What follows belongs to an exercise in optimizing a design on an open flow for small area; a production flow would make more cautious choices.
In this exercise RTL edits were held to simulation tests only and were not proved equivalent to the original.

`config.mk`:
```
export PLATFORM = sky130hd
export DESIGN_NAME = sht20_codec
export DESIGN_NICKNAME = sht20_codec
export VERILOG_FILES = /design/flow/design.v
export SDC_FILE = /design/flow/constraint.sdc
export NUM_CORES = 4
export LEC_CHECK = 0
export ABC_AREA = 1
export CAP_MARGIN = 20
export CORE_MARGIN = 2
export CORE_UTILIZATION = 40
export CTS_BUF_LIST = sky130_fd_sc_hd__clkbuf_8
export CTS_CLUSTER_DIAMETER = 60
export CTS_CLUSTER_SIZE = 16
export SLEW_MARGIN = 20
```
`constraint.sdc`:
```
create_clock -name core_clock -period 60.0 [get_ports {clk}]
set_input_delay 12.0000 -clock core_clock [delete_from_list [all_inputs] [get_ports {clk}]]
set_output_delay 12.0000 -clock core_clock [all_outputs]
set_load 0.01 [all_outputs]
```
`design.v`:
```
module sht20_cconv (
    input  wire [13:0] n,
    input  wire        rh,
    output wire [29:0] v
);
    integer i;
    wire [13:0] q_a0 = {~n[13], ~n[12], ~n[11], ~n[13], ~n[12], ~n[11], n[13], n[12], n[11], ~n[3], n[13], n[12], n[11], n[10]};
    wire [13:0] q_b0 = {~n[7], ~n[6], ~n[5], ~n[10], ~n[9], ~n[8], n[11], n[10], n[9], ~n[0], n[10], n[9], n[8], n[7]};
    wire [13:0] q_d0 = {~n[5], ~n[4], ~n[3], ~n[4], 1'b0, 1'b0, 1'b0, 1'b0, ~n[4], 1'b0, n[8], 1'b0, 1'b0, 1'b0};
    wire [13:0] q_s0 = q_a0 ^ q_b0 ^ q_d0;
    wire [13:0] q_c0 = (q_a0 & q_b0) | (q_a0 & q_d0) | (q_b0 & q_d0);
    wire [22:0] q_a1 = {~n[13], ~n[12], ~n[11], ~n[10], ~n[9], ~n[8], n[3], n[2], n[1], ~n[2], ~n[3], ~n[2], ~n[10], ~n[9], n[13], n[12], ~n[6], ~n[5], ~n[1], 1'b1, n[7], n[6], n[5]};
    wire [22:0] q_b1 = {~n[11], ~n[10], ~n[9], ~n[8], ~n[7], ~n[6], 1'b1, 1'b1, 1'b1, n[0], ~n[1], ~n[0], ~n[7], ~n[6], ~n[8], ~n[7], ~n[3], ~n[2], q_c0[3], q_c0[2], ~n[2], ~n[1], ~n[0]};
    wire [22:0] q_d1 = {n[9], n[8], n[7], n[6], n[5], n[4], q_c0[12], q_c0[11], q_c0[10], q_c0[9], q_c0[8], 1'b1, 1'b0, ~n[0], 1'b0, ~n[4], q_c0[6], q_c0[5], q_c0[4], q_s0[3], q_c0[1], q_c0[0], 1'b0};
    wire [22:0] q_s1 = q_a1 ^ q_b1 ^ q_d1;
    wire [22:0] q_c1 = (q_a1 & q_b1) | (q_a1 & q_d1) | (q_b1 & q_d1);
    wire [29:0] q_a2 = {~n[13], ~n[12], 1'b1, 1'b1, 1'b1, 1'b1, 1'b1, q_c0[13], q_s0[13], q_s0[12], q_s0[11], q_s0[10], q_s0[9], q_s0[8], ~n[1], 1'b1, ~n[5], q_c0[7], q_s0[7], q_s0[6], q_s0[5], q_s0[4], q_s0[2], q_s0[1], 1'b1, n[9], n[8], n[7], n[6], n[5]};
    wire [29:0] q_b2 = {n[11], n[10], q_c1[21], q_c1[20], q_c1[19], q_c1[18], q_c1[17], q_c1[16], q_c1[15], q_c1[14], q_c1[13], q_c1[12], q_c1[11], q_c1[10], q_c1[9], q_c1[8], q_c1[7], q_c1[6], q_c1[5], q_c1[4], q_c1[3], q_c1[2], q_c1[1], q_c1[0], q_s0[0], n[6], n[5], n[4], n[3], n[2]};
    wire [29:0] q_d2 = {1'b1, q_c1[22], q_s1[22], q_s1[21], q_s1[20], q_s1[19], q_s1[18], q_s1[17], q_s1[16], q_s1[15], q_s1[14], q_s1[13], q_s1[12], q_s1[11], q_s1[10], q_s1[9], q_s1[8], q_s1[7], q_s1[6], q_s1[5], q_s1[4], q_s1[3], q_s1[2], q_s1[1], q_s1[0], n[4], n[3], n[2], n[1], 1'b0};
    wire [29:0] q_s2 = q_a2 ^ q_b2 ^ q_d2;
    wire [29:0] q_c2 = (q_a2 & q_b2) | (q_a2 & q_d2) | (q_b2 & q_d2);
    wire [37:0] q = {n[13], n[12], q_c2[28], q_c2[27], q_c2[26], q_c2[25], q_c2[24], q_c2[23], q_c2[22], q_c2[21], q_c2[20], q_c2[19], q_c2[18], q_c2[17], q_c2[16], q_c2[15], q_c2[14], q_c2[13], q_c2[12], q_c2[11], q_c2[10], q_c2[9], q_c2[8], q_c2[7], q_c2[6], q_c2[5], q_c2[4], q_c2[3], q_c2[2], q_c2[1], q_c2[0], n[0], n[4], n[3], n[2], n[1], n[0], 1'b0} + {1'b1, q_c2[29], q_s2[29], q_s2[28], q_s2[27], q_s2[26], q_s2[25], q_s2[24], q_s2[23], q_s2[22], q_s2[21], q_s2[20], q_s2[19], q_s2[18], q_s2[17], q_s2[16], q_s2[15], q_s2[14], q_s2[13], q_s2[12], q_s2[11], q_s2[10], q_s2[9], q_s2[8], q_s2[7], q_s2[6], q_s2[5], q_s2[4], q_s2[3], q_s2[2], q_s2[1], q_s2[0], n[1], n[0], 1'b0, 1'b0, 1'b0, 1'b0};
    wire [14:0] mask;
    assign mask[14] = 1'b0;
    genvar j;
    for (j = 13; j >= 0; j = j - 1) begin : g_mask
        assign mask[j] = mask[j + 1] | q[j + 24];
    end
    wire [14:0] dec = {mask[13:0], 1'b1} & ~mask;    
    wire        gbit = |(q[13:0] & dec[14:1]);     
    wire        sbit = |(q[13:0] & mask[14:1]);    
    wire        lbit = |(q[14:0] & dec);           
    wire        rnd  = gbit & (sbit | lbit);
    wire [14:0] rhot = dec & {15{rnd}};
    wire [3:0] s_a0 = {q[16], q[15], q[14] & ~mask[14], q[13] & ~mask[13]};
    wire [3:0] s_b0 = {1'b1, 1'b1, rhot[14], rhot[13]};
    wire [3:0] s_d0 = {1'b0, 1'b0, 1'b0, 1'b0};
    wire [3:0] s_s0 = s_a0 ^ s_b0 ^ s_d0;
    wire [3:0] s_c0 = (s_a0 & s_b0) | (s_a0 & s_d0) | (s_b0 & s_d0);
    wire [38:0] s = {1'b1, q[37], q[36], q[35], q[34], q[33], q[32], q[31], q[30], q[29], q[28], q[27], q[26], q[25], q[24], q[23], q[22], q[21], q[20], q[19], q[18], q[17], s_c0[2], s_c0[1], s_c0[0], 1'b1, q[12] & ~mask[12], q[11] & ~mask[11], q[10] & ~mask[10], q[9] & ~mask[9], q[8] & ~mask[8], q[7] & ~mask[7], q[6] & ~mask[6], q[5] & ~mask[5], q[4] & ~mask[4], q[3] & ~mask[3], q[2] & ~mask[2], q[1] & ~mask[1], q[0] & ~mask[0]} + {1'b0, 1'b1, 1'b1, 1'b0, 1'b1, 1'b0, 1'b0, 1'b0, 1'b1, 1'b0, 1'b0, 1'b1, 1'b0, 1'b0, 1'b1, 1'b1, 1'b0, 1'b0, 1'b1, 1'b1, 1'b0, s_c0[3], s_s0[3], s_s0[2], s_s0[1], s_s0[0], rhot[12], rhot[11], rhot[10], rhot[9], rhot[8], rhot[7], rhot[6], rhot[5], rhot[4], rhot[3], rhot[2], rhot[1], rhot[0]};
    wire [15:0] hv_a0 = {n[9], n[8], n[7], n[6], n[5], n[4], n[3], n[2], n[1], n[0], ~n[5], ~n[4], ~n[3], ~n[2], ~n[1], ~n[0]};
    wire [15:0] hv_b0 = {1'b1, 1'b1, ~n[13], ~n[12], ~n[11], ~n[10], ~n[9], ~n[8], ~n[7], ~n[6], ~n[6], ~n[5], ~n[4], ~n[3], ~n[2], ~n[1]};
    wire [15:0] hv_d0 = {1'b0, 1'b0, 1'b1, ~n[13], ~n[12], ~n[11], ~n[10], ~n[9], ~n[8], ~n[7], 1'b0, 1'b0, 1'b0, 1'b0, 1'b0, 1'b0};
    wire [15:0] hv_s0 = hv_a0 ^ hv_b0 ^ hv_d0;
    wire [15:0] hv_c0 = (hv_a0 & hv_b0) | (hv_a0 & hv_d0) | (hv_b0 & hv_d0);
    wire [21:0] hv = {1'b1, n[13], n[12], n[11], n[10], hv_c0[14], hv_c0[13], hv_c0[12], hv_c0[11], hv_c0[10], hv_c0[9], hv_c0[8], hv_c0[7], hv_c0[6], hv_c0[5], hv_c0[4], hv_c0[3], hv_c0[2], hv_c0[1], hv_c0[0], 1'b1, ~n[0]} + {1'b0, 1'b1, 1'b1, 1'b1, hv_c0[15], hv_s0[15], hv_s0[14], hv_s0[13], hv_s0[12], hv_s0[11], hv_s0[10], hv_s0[9], hv_s0[8], hv_s0[7], hv_s0[6], hv_s0[5], hv_s0[4], hv_s0[3], hv_s0[2], hv_s0[1], hv_s0[0], 1'b1};
    wire [38:0] sv = rh ? {hv[21], hv, 16'd0} : s;
    wire        sg = sv[38];
    wire [37:0] t  = sv[37:0] ^ {38{sg}};
    wire        nz_s16 = ~|t[37:22];
    wire [37:0] nz_x16 = nz_s16 ? {t[21:0], {16{sg}}} : t;
    wire        nz_s8 = ~|nz_x16[37:30];
    wire [37:0] nz_x8 = nz_s8 ? {nz_x16[29:0], {8{sg}}} : nz_x16;
    wire        nz_s4 = ~|nz_x8[37:34];
    wire [37:0] nz_x4 = nz_s4 ? {nz_x8[33:0], {4{sg}}} : nz_x8;
    wire        nz_s2 = ~|nz_x4[37:36];
    wire [37:0] nz_x2 = nz_s2 ? {nz_x4[35:0], {2{sg}}} : nz_x4;
    wire        nz_s1 = ~|nz_x2[37:37];
    wire [37:0] nz_x1 = nz_s1 ? {nz_x2[36:0], {1{sg}}} : nz_x2;
    wire [4:0]  lsh = {nz_s16, nz_s8, nz_s4, nz_s2, nz_s1};
    wire [37:0] nn  = nz_x1;
    wire [12:0] lm;
    assign lm = 13'h1FFF >> lsh;
    wire        any1 = |(t[12:0] & lm);
    wire        all1 = &(t[12:0] | ~lm);
    wire        gd  = nn[13];
    wire        up0 = sg ? (gd | (all1 & nn[14])) : (gd & (any1 | nn[14]));
    wire [23:0] mr0 = {1'b0, nn[36], nn[35], nn[34], nn[33], nn[32], nn[31], nn[30], nn[29], nn[28], nn[27], nn[26], nn[25], nn[24], nn[23], nn[22], nn[21], nn[20], nn[19], nn[18], nn[17], nn[16], nn[15], nn[14]} + {1'b0, 1'b0, 1'b0, 1'b0, 1'b0, 1'b0, 1'b0, 1'b0, 1'b0, 1'b0, 1'b0, 1'b0, 1'b0, 1'b0, 1'b0, 1'b0, 1'b0, 1'b0, 1'b0, 1'b0, 1'b0, 1'b0, 1'b0, up0};
    wire [2:0] ce_a0 = {~lsh[2], ~lsh[1], ~lsh[0]};
    wire [2:0] ce_b0 = {1'b1, 1'b1, mr0[23]};
    wire [2:0] ce_d0 = {1'b0, 1'b0, 1'b0};
    wire [2:0] ce_s0 = ce_a0 ^ ce_b0 ^ ce_d0;
    wire [2:0] ce_c0 = (ce_a0 & ce_b0) | (ce_a0 & ce_d0) | (ce_b0 & ce_d0);
    wire [7:0] ce = {1'b0, 1'b1, 1'b1, ~lsh[4], ~lsh[3], ce_c0[1], ce_c0[0], 1'b1} + {1'b0, 1'b0, 1'b0, 1'b0, ce_c0[2], ce_s0[2], ce_s0[1], ce_s0[0]};
    assign v = {sg, ce[7], ce[4:0], mr0[22:0]};
endmodule
module sht20_fconv (
    input  wire [29:0] c,
    output wire [31:0] f
);
    integer i;
    wire        sg = c[29];
    wire [7:0]  ce = {c[28], ~c[28], ~c[28], c[27:23]};
    wire [23:0] cm = {1'b1, c[22:0]};
    wire [25:0] y3 = {1'b0, cm[23], cm[23], cm[22], cm[21], cm[20], cm[19], cm[18], cm[17], cm[16], cm[15], cm[14], cm[13], cm[12], cm[11], cm[10], cm[9], cm[8], cm[7], cm[6], cm[5], cm[4], cm[3], cm[2], cm[1], cm[0]} + {1'b0, 1'b0, cm[22], cm[21], cm[20], cm[19], cm[18], cm[17], cm[16], cm[15], cm[14], cm[13], cm[12], cm[11], cm[10], cm[9], cm[8], cm[7], cm[6], cm[5], cm[4], cm[3], cm[2], cm[1], cm[0], 1'b0};
    wire [21:0] z_a0 = {y3[25], y3[24], y3[23], y3[22], y3[25], y3[24], y3[23], y3[22], y3[21], y3[20], y3[19], y3[18], y3[17], y3[16], y3[15], y3[14], y3[13], y3[12], y3[11], y3[10], y3[9], y3[8]};
    wire [21:0] z_b0 = {y3[21], y3[20], y3[19], y3[18], y3[21], y3[20], y3[19], y3[18], y3[17], y3[16], y3[15], y3[14], y3[13], y3[12], y3[11], y3[10], y3[9], y3[8], y3[7], y3[6], y3[5], y3[4]};
    wire [21:0] z_d0 = {1'b0, 1'b0, 1'b0, 1'b0, y3[17], y3[16], y3[15], y3[14], y3[13], y3[12], y3[11], y3[10], y3[9], y3[8], y3[7], y3[6], y3[5], y3[4], y3[3], y3[2], y3[1], 1'b0};
    wire [21:0] z_s0 = z_a0 ^ z_b0 ^ z_d0;
    wire [21:0] z_c0 = (z_a0 & z_b0) | (z_a0 & z_d0) | (z_b0 & z_d0);
    wire [33:0] z = {y3[25], y3[24], y3[23], y3[22], z_c0[20], z_c0[19], z_c0[18], z_c0[17], z_c0[16], z_c0[15], z_c0[14], z_c0[13], z_c0[12], z_c0[11], z_c0[10], z_c0[9], z_c0[8], z_c0[7], z_c0[6], z_c0[5], z_c0[4], z_c0[3], z_c0[2], z_c0[1], z_c0[0], y3[0], y3[7], y3[6], y3[5], y3[4], y3[3], y3[2], y3[1], y3[0]} + {1'b0, 1'b0, 1'b0, z_c0[21], z_s0[21], z_s0[20], z_s0[19], z_s0[18], z_s0[17], z_s0[16], z_s0[15], z_s0[14], z_s0[13], z_s0[12], z_s0[11], z_s0[10], z_s0[9], z_s0[8], z_s0[7], z_s0[6], z_s0[5], z_s0[4], z_s0[3], z_s0[2], z_s0[1], z_s0[0], y3[3], y3[2], y3[1], y3[0], 1'b0, 1'b0, 1'b0, 1'b0};
    wire [45:0] zz = {z[33], z[32], z[31], z[30], z[29], z[28], z[27], z[26], z[25], z[24], z[23], z[22], z[33], z[32], z[31], z[30], z[29], z[28], z[27], z[26], z[25], z[24], z[23], z[22], z[21], z[20], z[19], z[18], z[17], z[16], z[15], z[14], z[13], z[12], z[11], z[10], z[9], z[8], z[7], z[6], z[5], z[4], z[3], z[2], z[1], z[0]} + {1'b0, 1'b0, 1'b0, 1'b0, 1'b0, 1'b0, 1'b0, 1'b0, 1'b0, 1'b0, 1'b0, 1'b0, z[21], z[20], z[19], z[18], z[17], z[16], z[15], z[14], z[13], z[12], z[11], z[10], z[9], z[8], z[7], z[6], z[5], z[4], z[3], z[2], z[1], z[0], 1'b0, 1'b0, 1'b0, 1'b0, 1'b0, 1'b0, 1'b0, 1'b0, 1'b0, 1'b0, 1'b0, 1'b0};
    wire [46:0] ph = {1'b0, zz[45], zz[44], zz[43], zz[42], zz[41], zz[40], zz[39], zz[38], zz[37], zz[36], zz[35], zz[34], zz[33], zz[32], zz[31], zz[30], zz[29], zz[28], zz[27], zz[26], zz[25], zz[24], zz[23], zz[22], zz[21], zz[20], zz[19], zz[18], zz[17], zz[16], zz[15], zz[14], zz[13], zz[12], zz[11], zz[10], zz[9], zz[8], zz[7], zz[6], zz[5], zz[4], zz[3], zz[2], zz[1], zz[0]} + {1'b0, cm[23], cm[22], cm[21], cm[20], cm[19], cm[18], cm[17], cm[16], cm[15], cm[14], cm[13], cm[12], cm[11], cm[10], cm[9], cm[8], cm[7], cm[6], cm[5], cm[4], cm[3], cm[2], cm[1], cm[0], 1'b0, 1'b0, 1'b0, 1'b0, 1'b0, 1'b0, 1'b0, 1'b0, 1'b0, 1'b0, 1'b0, 1'b0, 1'b0, 1'b0, 1'b0, 1'b0, 1'b0, 1'b0, 1'b0, 1'b0, 1'b0, 1'b0};
    wire [47:0] pr  = {ph, 1'b0};
    wire        top = pr[47];
    wire        gg  = top ? pr[23] : pr[22];
    wire        gs  = top ? (|cm[21:0]) : (|cm[20:0]);
    wire        gl  = top ? pr[24] : pr[23];
    wire        up1 = gg & (gs | gl);
    wire [25:0] wr = {1'b0, pr[47], pr[46], pr[45], pr[44], pr[43], pr[42], pr[41], pr[40], pr[39], pr[38], pr[37], pr[36], pr[35], pr[34], pr[33], pr[32], pr[31], pr[30], pr[29], pr[28], pr[27], pr[26], pr[25], pr[24], ~top & pr[23]} + {1'b0, 1'b0, 1'b0, 1'b0, 1'b0, 1'b0, 1'b0, 1'b0, 1'b0, 1'b0, 1'b0, 1'b0, 1'b0, 1'b0, 1'b0, 1'b0, 1'b0, 1'b0, 1'b0, 1'b0, 1'b0, 1'b0, 1'b0, 1'b0, up1 & top, up1 & ~top};
    wire [7:0]  q8  = 8'd134 - ce;                 
    wire [4:0]  q   = q8[4:0];
    wire [16:0] hot = 17'd1 << q;
    wire [16:0] thm = ~((17'd1 << q) - 17'd1);     
    wire [38:0] op2 = {sg, sg ? thm : hot, 21'd0};
    wire [38:0] x = {op2[38], op2[37], op2[36], op2[35], op2[34], op2[33], op2[32], op2[31], op2[30], op2[29], op2[28], op2[27], op2[26], wr[25], wr[24], wr[23], wr[22], wr[21], wr[20], wr[19], wr[18], wr[17], wr[16], wr[15], wr[14], wr[13], wr[12], wr[11], wr[10], wr[9], wr[8], wr[7], wr[6], wr[5], wr[4], wr[3], wr[2], wr[1], wr[0]} + {1'b0, 1'b0, 1'b0, 1'b0, 1'b0, 1'b0, 1'b0, 1'b0, 1'b0, 1'b0, 1'b0, 1'b0, 1'b0, op2[25], op2[24], op2[23], op2[22], op2[21], op2[20], op2[19], op2[18], op2[17], op2[16], op2[15], op2[14], op2[13], op2[12], op2[11], op2[10], op2[9], op2[8], op2[7], op2[6], op2[5], op2[4], op2[3], op2[2], op2[1], op2[0]};
    wire        xs  = x[38];
    wire        fsg = sg & ~xs;
    wire [37:0] t2  = x[37:0] ^ {38{xs}};
    wire        nf_s16 = ~|t2[37:22];
    wire [37:0] nf_x16 = nf_s16 ? {t2[21:0], {16{xs}}} : t2;
    wire        nf_s8 = ~|nf_x16[37:30];
    wire [37:0] nf_x8 = nf_s8 ? {nf_x16[29:0], {8{xs}}} : nf_x16;
    wire        nf_s4 = ~|nf_x8[37:34];
    wire [37:0] nf_x4 = nf_s4 ? {nf_x8[33:0], {4{xs}}} : nf_x8;
    wire        nf_s2 = ~|nf_x4[37:36];
    wire [37:0] nf_x2 = nf_s2 ? {nf_x4[35:0], {2{xs}}} : nf_x4;
    wire        nf_s1 = ~|nf_x2[37:37];
    wire [37:0] nf_x1 = nf_s1 ? {nf_x2[36:0], {1{xs}}} : nf_x2;
    wire [4:0]  lsh2 = {nf_s16, nf_s8, nf_s4, nf_s2, nf_s1};
    wire [37:0] n2  = nf_x1;
    wire [12:0] lm2;
    assign lm2 = 13'h1FFF >> lsh2;
    wire        any2 = |(t2[12:0] & lm2);
    wire        all2 = &(t2[12:0] | ~lm2);
    wire        up2 = xs ? (n2[13] | (all2 & n2[14])) : (n2[13] & (any2 | n2[14]));
    wire [23:0] mr2 = {1'b0, n2[36], n2[35], n2[34], n2[33], n2[32], n2[31], n2[30], n2[29], n2[28], n2[27], n2[26], n2[25], n2[24], n2[23], n2[22], n2[21], n2[20], n2[19], n2[18], n2[17], n2[16], n2[15], n2[14]} + {1'b0, 1'b0, 1'b0, 1'b0, 1'b0, 1'b0, 1'b0, 1'b0, 1'b0, 1'b0, 1'b0, 1'b0, 1'b0, 1'b0, 1'b0, 1'b0, 1'b0, 1'b0, 1'b0, 1'b0, 1'b0, 1'b0, 1'b0, up2};
    wire [3:0] fe_a0 = {~lsh2[3], ~lsh2[2], ~lsh2[1], ~lsh2[0]};
    wire [3:0] fe_b0 = {ce[3], ce[2], ce[1], ce[0]};
    wire [3:0] fe_d0 = {1'b0, 1'b0, 1'b0, 1'b0};
    wire [3:0] fe_s0 = fe_a0 ^ fe_b0 ^ fe_d0;
    wire [3:0] fe_c0 = (fe_a0 & fe_b0) | (fe_a0 & fe_d0) | (fe_b0 & fe_d0);
    wire [7:0] fe_a1 = {ce[7], ce[6], ce[5], ~lsh2[4], 1'b1, 1'b1, 1'b1, mr2[23]};
    wire [7:0] fe_b1 = {1'b1, 1'b1, 1'b1, ce[4], fe_c0[2], fe_c0[1], fe_c0[0], 1'b1};
    wire [7:0] fe_d1 = {1'b0, 1'b0, 1'b0, fe_c0[3], fe_s0[3], fe_s0[2], fe_s0[1], 1'b0};
    wire [7:0] fe_s1 = fe_a1 ^ fe_b1 ^ fe_d1;
    wire [7:0] fe_c1 = (fe_a1 & fe_b1) | (fe_a1 & fe_d1) | (fe_b1 & fe_d1);
    wire [7:0] fe = {fe_c1[6], fe_c1[5], fe_c1[4], fe_c1[3], fe_c1[2], fe_c1[1], fe_c1[0], fe_s0[0]} + {fe_s1[7], fe_s1[6], fe_s1[5], fe_s1[4], fe_s1[3], fe_s1[2], fe_s1[1], fe_s1[0]};
    assign f = {fsg, fe, mr2[22:0]};
endmodule
module sht20_codec (
    input  wire        clk,
    input  wire        rst,
    input  wire        in_valid,
    input  wire [2:0]  op,
    input  wire [7:0]  a,
    input  wire [7:0]  b,
    output wire        out_valid,
    output wire        err,
    output wire [15:0] raw_masked,
    output wire [31:0] val0,
    output wire [31:0] val1,
    output wire [7:0]  ureg_out,
    output wire        otp_dis,
    output wire        htr_en,
    output wire        eob,
    output wire        res_valid,
    output wire [1:0]  res
);
    wire [1:0] cls = (op == 3'd0) ? 2'd0 :
                     (op == 3'd1) ? 2'd1 :
                     (op[2] & op[1]) ? 2'd3 : 2'd2;
    reg [7:0] u;
    always @(*) begin
        case (op)
            3'd3: u = (a & 8'h7E) | {b[1], 6'b000000, b[0]};
            3'd4: u = (a & 8'hFB) | {5'b00000, b[0], 2'b00};
            3'd5: u = (a & 8'hBF) | {1'b0, b[0], 6'b000000};
            default: u = a;
        endcase
    end
    wire [13:0] dat = op[2] | op[1] ? {6'd0, u} : {a, b[7:2]};
    reg        r1_valid;
    reg [1:0]  r1_cls;
    reg [13:0] r1_dat;
    always @(posedge clk) begin
        r1_valid <= ~rst & in_valid;
        r1_cls   <= cls;
        r1_dat   <= dat;
    end
    wire [29:0] c_v;
    sht20_cconv u_c (.n(r1_dat), .rh(r1_cls[0]), .v(c_v));
    reg        r2_valid;
    reg [1:0]  r2_cls;
    reg [13:0] r2_dat;
    reg [29:0] r2_v;
    always @(posedge clk) begin
        r2_valid <= ~rst & r1_valid;
        r2_cls   <= r1_cls;
        r2_dat   <= r1_dat;
        r2_v     <= c_v;
    end
    assign out_valid = r2_valid;
    wire [31:0] f_v;
    sht20_fconv u_f (.c(r2_v), .f(f_v));
    wire is_t = (r2_cls == 2'd0);
    wire is_m = ~r2_cls[1];
    wire is_u = (r2_cls == 2'd2);
    wire [7:0] ru = r2_dat[7:0];
    assign err        = (r2_cls == 2'd3);
    assign raw_masked = is_m ? {r2_dat, 2'b00} : 16'd0;
    assign val0       = is_m ? {r2_v[29:28], ~r2_v[28], ~r2_v[28], r2_v[27:0]} : 32'd0;
    assign val1       = is_t ? f_v : 32'd0;
    assign ureg_out   = is_u ? ru : 8'd0;
    assign otp_dis    = is_u & ru[1];
    assign htr_en     = is_u & ru[2];
    assign eob        = is_u & ru[6];
    assign res_valid  = is_u;
    assign res        = is_u ? {ru[7], ru[0]} : 2'b00;
endmodule
```
`flow/run.sh`:
```
#!/bin/bash
# The standard layout (standard.sh), with these changes:
#  - yosys maps its carry-lookahead cells ($lcu) to ripple carries
#    (flow/lcu_ripple.v) instead of ORFS's Kogge-Stone map, so adders are small;
#  - the cells listed in flow/dont_use.txt are added to the platform's
#    don't-use list (half-adder cells and large drive strengths), for the
#    whole flow; the registers and everything else are as standard;
#  - the input and output port buffers are the smallest buffer cell.
# All tool output goes to standard.log in this folder.
set -o pipefail
export SYNTH_OPERATIONS_ARGS="-extra-map $PWD/flow/lcu_ripple.v"
export BUFFER_PORTS_ARGS="-buffer_cell sky130_fd_sc_hd__buf_1"
{
  echo "include $PWD/config.mk"
  echo "export DONT_USE_CELLS += $(cat flow/dont_use.txt)"
} > flow_config.mk
sed "s#DESIGN_CONFIG=[^ ]*#DESIGN_CONFIG=$PWD/flow_config.mk#g" standard.sh > flow_standard.sh
bash flow_standard.sh > standard.log 2>&1
```
`flow/dont_use.txt`:
```
sky130_fd_sc_hd__ha_1 sky130_fd_sc_hd__ha_2 sky130_fd_sc_hd__ha_4
```
`flow/lcu_ripple.v`:
```
// Ripple-carry lookahead unit: a drop-in for yosys's $lcu that keeps adders small.
(* techmap_celltype = "$lcu" *)
module _80_lcu_ripple (P, G, CI, CO);
	parameter WIDTH = 2;

	(* force_downto *)
	input [WIDTH-1:0] P, G;
	input CI;

	(* force_downto *)
	output [WIDTH-1:0] CO;

	wire [1023:0] _TECHMAP_DO_ = "proc; opt -fast";

	integer i;
	(* force_downto *)
	reg [WIDTH-1:0] co;

	always @* begin
		co[0] = G[0] | (P[0] & CI);
		for (i = 1; i < WIDTH; i = i + 1)
			co[i] = G[i] | (P[i] & co[i-1]);
	end

	assign CO = co;
endmodule
```
`standard.sh`:
```
#!/bin/bash
# synth_recipe.tcl (not shown) runs the flow's synth.tcl, then flattens the netlist and writes it again
# the make line also repeats each setting of config.mk as NAME=value (left out here)
make -C /OpenROAD-flow-scripts/flow DESIGN_CONFIG=/design/flow/config.mk WORK_HOME=/design/flow/orfs CLKGATE_MAP_FILE= SYNTH_SCRIPT=/design/flow/synth_recipe.tcl "${@:-finish}"
```
==> results.json, run 1 <==
{
  "status": "timing/DRC/antenna clean",
  "ys_seq_area_share_pct": 7.86,
  "place.gp.congestion": 0.924,
  "setup_viol_count_final": 0,
  "drt-total-wl_mm": 49.2,
  "clk_pin_slew_ns": 0.08,
  "htreeDepth": 3,
  "num_antenna_cells": 0,
  "area_growth_pct": 5.76,
  "io_pins": 118,
  "clock.fmax_mhz": 21.3,
  "synthSimpleGateAreaFrac_pct": 32.9,
  "antenna_found_initial": 0,
  "insertion_delay_ns": 0.37,
  "regArea_um2": 1280,
  "fin_cells": 3059,
  "critPathLaunchType": "flop",
  "die_h_um": 206,
  "timing.final.crit_share_pct": 78.4,
  "rsz0062_at_grt": "false",
  "final_layout_size_suffix_gt1_share_pct": 7.42,
  "dp_hpwl_mm": 41.4,
  "final.min_clock_period_ns": 47.02,
  "post_cts_resized": 0,
  "worstHoldPathType": "reg2reg",
  "synthCells": 2480,
  "synth-compound-area-share_pct": 13.3,
  "first_global_vias": 15300,
  "vias": 15600,
  "tightestPinTransition_ns": 0.871,
  "dp_slack_ns": 13.31,
  "synth_top_family_by_area": "simple AND/OR/NAND/NOR gates",
  "drt.antenna.violating_nets": 0,
  "cts_sinks": 64,
  "synth_seq_cells": 64,
  "overflow": 0,
  "cp_slowest_stage_delay_ns": 0.64,
  "maxCapViolCount": 0,
  "required_ns": 48.00,
  "drt_first_pass_iters": 8,
  "start_util_pct": 40.7,
  "grt_usage_pct": 23.8,
  "worst_slack_ns": 12.98,
  "whs_ns": 0.328,
  "viasPerCell": 5.09,
  "finalHoldViolCount": 0,
  "dp_cells": 3043,
  "ctsHoldBuffers": 0,
  "nNetsFinal": 2757,
  "relSlewSlack_pct": 41.7,
  "async_reset_ff_share_pct": 0,
  "finClkSkew_ns": 0.0206,
  "fp.dieW_um": 206,
  "cts_tree": "built",
  "avgSynthCellArea_um2": 6.57,
  "io_buffers": 115,
  "yosys.area_share.adder_pct": 25.4,
  "synth.cell_area_um2": 16300,
  "fill_cells": 4310,
  "synth_warnings": 1,
  "synth_xor_xnor_area_share_pct": 6.49,
  "synth-main-ff-cell": "dfxtp_1",
  "path_max_fanout": 40,
  "cts.path.max_buffers": 2,
  "cp_common_cell": "fa_1",
  "worstSetupPathType": "reg2out",
  "postCtsSetupBuffers": 0,
  "post_drt_wl_per_cell_um": 16.1,
  "grt_pass1_wl_mm": 80.2,
  "cts_made_buffers": 9,
  "cts-root-buf": "clkbuf_8",
  "grt_max_degree": 50,
  "core_area_um2": 40000,
  "die_area_um2": 42400,
  "tns_ns": 0,
  "yosysUniqueCellTypes": 66,
  "arrival_ns": 35.02,
  "synth.area.mux_share_pct": 0.921,
  "drt_iter0_drc": 998,
  "report.final.slew_viol_count": 0,
  "drc_errors": 0,
  "multi_input_area_um2": 12900,
  "end_kind": "output port",
  "rows": 73,
  "r2r_setup_slack_ns": 27.13,
  "cp_slowest_cell": "nand2_2",
  "synth_edf_count": 0
}
critical path: cells and delay by family (launching register included):
family	cells	cell delay, ns
compound gates	7	1.35
simple gates	51	7.54
fa+ha+maj	55	23.55
flops	1	0.51
buf+inv	14	1.55
xor+xnor	1	0.12
final cells by class:
type                    count  area share [%]
flip-flops and latches     64            7.44
multi-input cells        1886            74.8
repair buffers            128            3.07
clock inverters             7           0.581
inverters                 440            9.63
clock buffers               9           0.719
well taps                 525            3.81
synthesized netlist by cell type (21+ instances only):
cell type | number | area, um2
nand2_2 | 34 | 213
inv_1 | 421 | 1580
dfxtp_1 | 64 | 1280
o21ai_0 | 235 | 1180
nand3_1 | 96 | 480
xor2_1 | 88 | 771
buf_2 | 21 | 105
fa_1 | 206 | 4120
nor2_1 | 285 | 1070
clkbuf_1 | 43 | 161
nand2_1 | 583 | 2190
xnor2_1 | 31 | 272
a21oi_1 | 82 | 410
cells by family (layout without fill, tap and decap cells):
family                   after synthesis  after routing
AND/OR/NAND/NOR                     1146           1146
buffers and inverters                531            584
AO/OA/AOI/OAI                        395            395
adder cells (fa/ha/maj)              207            207
XOR/XNOR                             120            120
flip-flops                            64             64
multiplexers                          15             15
other                                  2              3
worst paths after layout:
kind,start,to,cells after the start
worst min register to register,r1_cls[1]$_SDFF_PP0_,r2_cls[1]$_DFF_P_,0
worst max register to register,r1_dat[0]$_DFF_P_,r2_v[26]$_DFF_P_,139
worst max-delay path,r2_v[0]$_DFF_P_,val1[28],128
worst min-delay path,r1_cls[1]$_SDFF_PP0_,r2_cls[1]$_DFF_P_,0
per-layer routing:
metal	global-route usage, %	share of wire, %	wire [um]	up-vias
li1	-	-	-	7726
met1	32.3	46	22700	7323
met2	40.5	46	22800	446
met3	2.82	5.3	2590	62
met4	5.38	2.1	1040	0
met5	0	0	0	-
state kept, by name (all words and copies together), names as in the netlist:
signal and flops:
r1_cls 2, r2_valid 1, r2_cls 2, r1_dat 14, r2_dat 14, r1_valid 1, r2_v 30
per-stage QoR:
stage | utilization (%) | cell area, um2
after global routing | 43.1 | 17200
after floorplan | - | 16300
after detailed placement | 42.5 | 17000
final | 43.1 | 17200
after global placement | 42.5 | 17000
after CTS | 43.1 | 17200
cell usage in the layout (no fill, tap or decap), types with 12 or more instances in the layout:
| master | instances |
|---|---|
| a21oi_1 | 82 |
| nand3_1 | 96 |
| xnor2_1 | 31 |
| nor3_1 | 12 |
| inv_1 | 421 |
| or2_2 | 16 |
| xor2_1 | 88 |
| nand2_4 | 14 |
| nand2_2 | 34 |
| nand4_1 | 16 |
| fa_1 | 206 |
| o211ai_1 | 12 |
| nor2_2 | 15 |
| inv_2 | 13 |
| mux2i_1 | 15 |
| buf_4 | 13 |
| o21ai_1 | 14 |
| nor2_4 | 20 |
| buf_1 | 115 |
| o21ai_0 | 235 |
| nand2_1 | 583 |
| dfxtp_1 | 63 |
| nor2_1 | 284 |
==> run 2: changes to the inputs <==
==> flow/dont_use.txt (replaced) <==
sky130_fd_sc_hd__ha_1 sky130_fd_sc_hd__ha_2 sky130_fd_sc_hd__ha_4 sky130_fd_sc_hd__a2111o_2 sky130_fd_sc_hd__a2111o_4 sky130_fd_sc_hd__a2111oi_2 sky130_fd_sc_hd__a2111oi_4 sky130_fd_sc_hd__a211o_2 sky130_fd_sc_hd__a211o_4 sky130_fd_sc_hd__a211oi_2 sky130_fd_sc_hd__a211oi_4 sky130_fd_sc_hd__a21bo_2 sky130_fd_sc_hd__a21bo_4 sky130_fd_sc_hd__a21boi_2 sky130_fd_sc_hd__a21boi_4 sky130_fd_sc_hd__a21o_2 sky130_fd_sc_hd__a21o_4 sky130_fd_sc_hd__a21oi_2 sky130_fd_sc_hd__a21oi_4 sky130_fd_sc_hd__a221o_2 sky130_fd_sc_hd__a221o_4 sky130_fd_sc_hd__a221oi_2 sky130_fd_sc_hd__a221oi_4 sky130_fd_sc_hd__a22o_2 sky130_fd_sc_hd__a22o_4 sky130_fd_sc_hd__a22oi_2 sky130_fd_sc_hd__a22oi_4 sky130_fd_sc_hd__a2bb2o_2 sky130_fd_sc_hd__a2bb2o_4 sky130_fd_sc_hd__a2bb2oi_2 sky130_fd_sc_hd__a2bb2oi_4 sky130_fd_sc_hd__a311o_2 sky130_fd_sc_hd__a311o_4 sky130_fd_sc_hd__a311oi_2 sky130_fd_sc_hd__a311oi_4 sky130_fd_sc_hd__a31o_2 sky130_fd_sc_hd__a31o_4 sky130_fd_sc_hd__a31oi_2 sky130_fd_sc_hd__a31oi_4 sky130_fd_sc_hd__a32o_2 sky130_fd_sc_hd__a32o_4 sky130_fd_sc_hd__a32oi_2 sky130_fd_sc_hd__a32oi_4 sky130_fd_sc_hd__a41o_2 sky130_fd_sc_hd__a41o_4 sky130_fd_sc_hd__a41oi_2 sky130_fd_sc_hd__a41oi_4 sky130_fd_sc_hd__and2_2 sky130_fd_sc_hd__and2_4 sky130_fd_sc_hd__and2b_2 sky130_fd_sc_hd__and2b_4 sky130_fd_sc_hd__and3_2 sky130_fd_sc_hd__and3_4 sky130_fd_sc_hd__and3b_2 sky130_fd_sc_hd__and3b_4 sky130_fd_sc_hd__and4_2 sky130_fd_sc_hd__and4_4 sky130_fd_sc_hd__and4b_2 sky130_fd_sc_hd__and4b_4 sky130_fd_sc_hd__and4bb_2 sky130_fd_sc_hd__and4bb_4 sky130_fd_sc_hd__dfbbn_2 sky130_fd_sc_hd__dfrbp_2 sky130_fd_sc_hd__dfrtp_2 sky130_fd_sc_hd__dfrtp_4 sky130_fd_sc_hd__dfsbp_2 sky130_fd_sc_hd__dfstp_2 sky130_fd_sc_hd__dfstp_4 sky130_fd_sc_hd__dfxbp_2 sky130_fd_sc_hd__dfxtp_2 sky130_fd_sc_hd__dfxtp_4 sky130_fd_sc_hd__dlclkp_2 sky130_fd_sc_hd__dlclkp_4 sky130_fd_sc_hd__dlrbn_2 sky130_fd_sc_hd__dlrbp_2 sky130_fd_sc_hd__dlrtn_2 sky130_fd_sc_hd__dlrtn_4 sky130_fd_sc_hd__dlrtp_2 sky130_fd_sc_hd__dlrtp_4 sky130_fd_sc_hd__dlxbn_2 sky130_fd_sc_hd__dlxtn_2 sky130_fd_sc_hd__dlxtn_4 sky130_fd_sc_hd__ebufn_2 sky130_fd_sc_hd__ebufn_4 sky130_fd_sc_hd__ebufn_8 sky130_fd_sc_hd__einvn_2 sky130_fd_sc_hd__einvn_4 sky130_fd_sc_hd__einvn_8 sky130_fd_sc_hd__einvp_2 sky130_fd_sc_hd__einvp_4 sky130_fd_sc_hd__einvp_8 sky130_fd_sc_hd__fa_2 sky130_fd_sc_hd__fa_4 sky130_fd_sc_hd__ha_2 sky130_fd_sc_hd__ha_4 sky130_fd_sc_hd__maj3_2 sky130_fd_sc_hd__maj3_4 sky130_fd_sc_hd__mux2_2 sky130_fd_sc_hd__mux2_4 sky130_fd_sc_hd__mux2_8 sky130_fd_sc_hd__mux2i_2 sky130_fd_sc_hd__mux2i_4 sky130_fd_sc_hd__mux4_2 sky130_fd_sc_hd__mux4_4 sky130_fd_sc_hd__nand2_2 sky130_fd_sc_hd__nand2_4 sky130_fd_sc_hd__nand2_8 sky130_fd_sc_hd__nand2b_2 sky130_fd_sc_hd__nand2b_4 sky130_fd_sc_hd__nand3_2 sky130_fd_sc_hd__nand3_4 sky130_fd_sc_hd__nand3b_2 sky130_fd_sc_hd__nand3b_4 sky130_fd_sc_hd__nand4_2 sky130_fd_sc_hd__nand4_4 sky130_fd_sc_hd__nand4b_2 sky130_fd_sc_hd__nand4b_4 sky130_fd_sc_hd__nand4bb_2 sky130_fd_sc_hd__nand4bb_4 sky130_fd_sc_hd__nor2_2 sky130_fd_sc_hd__nor2_4 sky130_fd_sc_hd__nor2_8 sky130_fd_sc_hd__nor2b_2 sky130_fd_sc_hd__nor2b_4 sky130_fd_sc_hd__nor3_2 sky130_fd_sc_hd__nor3_4 sky130_fd_sc_hd__nor3b_2 sky130_fd_sc_hd__nor3b_4 sky130_fd_sc_hd__nor4_2 sky130_fd_sc_hd__nor4_4 sky130_fd_sc_hd__nor4b_2 sky130_fd_sc_hd__nor4b_4 sky130_fd_sc_hd__nor4bb_2 sky130_fd_sc_hd__nor4bb_4 sky130_fd_sc_hd__o2111a_2 sky130_fd_sc_hd__o2111a_4 sky130_fd_sc_hd__o2111ai_2 sky130_fd_sc_hd__o2111ai_4 sky130_fd_sc_hd__o211a_2 sky130_fd_sc_hd__o211a_4 sky130_fd_sc_hd__o211ai_2 sky130_fd_sc_hd__o211ai_4 sky130_fd_sc_hd__o21a_2 sky130_fd_sc_hd__o21a_4 sky130_fd_sc_hd__o21ai_2 sky130_fd_sc_hd__o21ai_4 sky130_fd_sc_hd__o21ba_2 sky130_fd_sc_hd__o21ba_4 sky130_fd_sc_hd__o21bai_2 sky130_fd_sc_hd__o21bai_4 sky130_fd_sc_hd__o221a_2 sky130_fd_sc_hd__o221a_4 sky130_fd_sc_hd__o221ai_2 sky130_fd_sc_hd__o221ai_4 sky130_fd_sc_hd__o22a_2 sky130_fd_sc_hd__o22a_4 sky130_fd_sc_hd__o22ai_2 sky130_fd_sc_hd__o22ai_4 sky130_fd_sc_hd__o2bb2a_2 sky130_fd_sc_hd__o2bb2a_4 sky130_fd_sc_hd__o2bb2ai_2 sky130_fd_sc_hd__o2bb2ai_4 sky130_fd_sc_hd__o311a_2 sky130_fd_sc_hd__o311a_4 sky130_fd_sc_hd__o311ai_2 sky130_fd_sc_hd__o311ai_4 sky130_fd_sc_hd__o31a_2 sky130_fd_sc_hd__o31a_4 sky130_fd_sc_hd__o31ai_2 sky130_fd_sc_hd__o31ai_4 sky130_fd_sc_hd__o32a_2 sky130_fd_sc_hd__o32a_4 sky130_fd_sc_hd__o32ai_2 sky130_fd_sc_hd__o32ai_4 sky130_fd_sc_hd__o41a_2 sky130_fd_sc_hd__o41a_4 sky130_fd_sc_hd__o41ai_2 sky130_fd_sc_hd__o41ai_4 sky130_fd_sc_hd__or2_2 sky130_fd_sc_hd__or2_4 sky130_fd_sc_hd__or2b_2 sky130_fd_sc_hd__or2b_4 sky130_fd_sc_hd__or3_2 sky130_fd_sc_hd__or3_4 sky130_fd_sc_hd__or3b_2 sky130_fd_sc_hd__or3b_4 sky130_fd_sc_hd__or4_2 sky130_fd_sc_hd__or4_4 sky130_fd_sc_hd__or4b_2 sky130_fd_sc_hd__or4b_4 sky130_fd_sc_hd__or4bb_2 sky130_fd_sc_hd__or4bb_4 sky130_fd_sc_hd__sdfbbn_2 sky130_fd_sc_hd__sdfrbp_2 sky130_fd_sc_hd__sdfrtp_2 sky130_fd_sc_hd__sdfrtp_4 sky130_fd_sc_hd__sdfsbp_2 sky130_fd_sc_hd__sdfstp_2 sky130_fd_sc_hd__sdfstp_4 sky130_fd_sc_hd__sdfxbp_2 sky130_fd_sc_hd__sdfxtp_2 sky130_fd_sc_hd__sdfxtp_4 sky130_fd_sc_hd__sdlclkp_2 sky130_fd_sc_hd__sdlclkp_4 sky130_fd_sc_hd__sedfxbp_2 sky130_fd_sc_hd__sedfxtp_2 sky130_fd_sc_hd__sedfxtp_4 sky130_fd_sc_hd__xnor2_2 sky130_fd_sc_hd__xnor2_4 sky130_fd_sc_hd__xnor3_2 sky130_fd_sc_hd__xnor3_4 sky130_fd_sc_hd__xor2_2 sky130_fd_sc_hd__xor2_4 sky130_fd_sc_hd__xor3_2 sky130_fd_sc_hd__xor3_4 
==> run 2 against run 1 <==
Compared with the run above: non-clock buffer count increased by 14; register-to-register slack got worse by 3.7 ns; critical path depth increased by 1; sequential share of layout area increased by 0.25 points; die area decreased by 4.3%; largest cell class unchanged; fmax decreased by 4.9%; final area decreased by 3.3%; utilization increased by 0.12 points; critical endpoint unchanged; clock skew decreased by 0.0011 ns; highest routed layer unchanged.
==> results.json, run 2 <==
{
  "status": "timing/DRC/antenna clean",
  "cp_slowest_stage_delay_ns": 0.59,
  "worstSetupPathType": "reg2out",
  "avgSynthCellArea_um2": 6.18,
  "layout_commonest_cell": "nand2_1",
  "drt_first_pass_iters": 6,
  "post_drt_wl_per_cell_um": 15.9,
  "grt_pass1_wl_mm": 80.5,
  "cts.path.max_buffers": 2,
  "antenna_found_initial": 0,
  "report.final.slew_viol_count": 0,
  "required_ns": 48.00,
  "grt_max_degree": 47,
  "cts-root-buf": "clkbuf_8",
  "cts_sinks": 64,
  "cp_slowest_cell": "fa_1",
  "synth_seq_cells": 64,
  "insertion_delay_ns": 0.36,
  "fp.dieW_um": 201,
  "path_max_fanout": 46,
  "area_growth_pct": 6.92,
  "critPathBufInv": 16,
  "async_reset_ff_share_pct": 0,
  "die_area_um2": 40500,
  "first_global_vias": 15300,
  "tightestPinTransition_ns": 0.953,
  "synthMostInstantiatedCell": "nand2_1",
  "drc_errors": 0,
  "worstHoldPathType": "reg2reg",
  "cts_tree": "built",
  "dp_hpwl_mm": 42.0,
  "ctsHoldBuffers": 0,
  "arrival_ns": 37.44,
  "ys_seq_area_share_pct": 8.22,
  "postCtsSetupBuffers": 0,
  "final.min_clock_period_ns": 49.44,
  "rsz0062_at_grt": "false",
  "num_antenna_cells": 0,
  "synth.cell_area_um2": 15600,
  "clock.fmax_mhz": 20.2,
  "drt.antenna.violating_nets": 0,
  "tns_ns": 0,
  "core_area_um2": 38600,
  "clk_pin_slew_ns": 0.08,
  "synth_top_area_share_pct": 26.5,
  "htreeDepth": 3,
  "top_regs": "r2_v: 30 flops, r1_dat: 14 flops, r2_dat: 14 flops",
  "io_buffers": 115,
  "synth_warnings": 1,
  "rows": 72,
  "finalHoldViolCount": 0,
  "whs_ns": 0.331,
  "synth_common_cells": "nand2_1 (664), inv_1 (411), nor2_1 (340)",
  "nNetsFinal": 2805,
  "drt-total-wl_mm": 49.4,
  "synth-main-ff-cell": "dfxtp_1",
  "cp_common_cell": "fa_1",
  "finClkSkew_ns": 0.0195,
  "path_delay_family": "adder cells",
  "die_h_um": 201,
  "start_util_pct": 40.4,
  "final_layout_size_suffix_gt1_share_pct": 2.13,
  "final_cell_mix": "nand2_1 (664), inv_1 (411), nor2_1 (340), o21ai_0 (206), fa_1 (206)",
  "vias": 15700,
  "synthCells": 2520,
  "synth_edf_count": 0,
  "post_cts_resized": 0,
  "overflow": 0,
  "maxCapViolCount": 0,
  "top_register": "r2_v",
  "ys_top_cells_by_area": "fa_1 (26%), nand2_1 (16%), inv_1 (9.9%), dfxtp_1 (8.2%), nor2_1 (8.2%)",
  "place.gp.congestion": 0.936,
  "relSlewSlack_pct": 36.2,
  "end_kind": "output port",
  "yosysTopAreaCell": "fa_1",
  "io_pins": 118,
  "largest_reg_flops": 30,
  "drt_iter0_drc": 1158,
  "cts_made_buffers": 9,
  "yosysUniqueCellTypes": 49,
  "grt_usage_pct": 24.6,
  "setup_viol_count_final": 0,
  "viasPerCell": 5.06,
  "timing.final.crit_share_pct": 82.4,
  "critPathLaunchType": "flop"
}
## run 2: cell families (layout without fill, tap and decap cells)
group / after synthesis / in the layout / share of synthesized area [%]
adders and majority gates: 208 / 208 / 26.6
DFF: 64 / 64 / 8.22
xor gates and xnor gates: 119 / 119 / 6.69
and+or+nand+nor: 1214 / 1214 / 31.8
other: 2 / 3 / 0.0482
AOI/OAI and AO/OA: 384 / 384 / 13.2
buffers and inverters: 526 / 587 / 13.2
muxes: 3 / 3 / 0.193
## run 2: layout make-up
| class | instances | area [um2] |
|---|---|---|
| Fill cell | 4268 | 21900 |
| Multi-Input combinational cell | 1931 | 12200 |
| Inverter | 429 | 1620 |
| Sequential cell | 64 | 1280 |
| Tap cell | 518 | 648 |
| Timing Repair Buffer | 142 | 634 |
| Clock buffer | 11 | 151 |
| Clock inverter | 5 | 86.3 |
## run 2: path summary, 6_finish.rpt
kind / startpoint / end / slack (ns) / depth (start not counted)
max: r2_v[0]$_DFF_P_ / val1[28] / 10.56 / 129
min: r1_cls[1]$_SDFF_PP0_ / r2_cls[1]$_DFF_P_ / 0.33 / 0
min reg2reg: r1_cls[1]$_SDFF_PP0_ / r2_cls[1]$_DFF_P_ / 0.33 / 0
max reg2reg: r1_dat[0]$_DFF_P_ / r2_v[26]$_DFF_P_ / 23.42 / 141
## run 2: routing by layer
metal,wire length (um),part of all wire (%),track usage [%]
met1,23500,48,34.3
met2,22200,45,40.8
met3,2460,5.0,2.58
met4,1240,2.5,6.12
met5,0,0,0
## run 2: through the flow
stage / worst slack [ns] / cells / cell area [um2] / util (%)
final: 10.56 / 3100 / 16700 / 43.2
after global routing: 7.85 / 3100 / 16700 / 43.2
after CTS: 10.35 / 3099 / 16700 / 43.2
after detailed placement: 10.82 / 3083 / 16400 / 42.6
after global placement: 11.73 / 3083 / 16400 / 42.6
after floorplan: 15.36 / 2521 / 15600 / -

-- static timing again, ports no longer ideal --
How much do the figures lean on ideal ports? The routed layouts below were timed once more, with nothing changed but the port constraints.
Step 1 sets driving cells, clkbuf_16 on the clock port and buf_2 on the other inputs (assumed; they add their load-dependent delay and slew).
Step 2 moves the port delays by t, midway between the first and last clock arrival at a register: inputs arrive t later, outputs are due t later. That takes back most of the time a late clock gives input paths.
Three values: ideal, step 1, step 2; two values: the first two.
run | shift t [ns] | slack for setup (ns) | latest minus earliest clock arrival (ns) | worst data-port slew with drivers (ns) | pins driven straight from the clock port
run 1 | 0.399 | 12.983 / 12.940 / 13.340 | 0.021 / 0.021 | 0.03 | 1
run 2 | 0.394 | 10.555 / 10.514 / 10.908 | 0.020 / 0.020 | 0.04 | 1
After both steps every run listed still meets setup and hold.
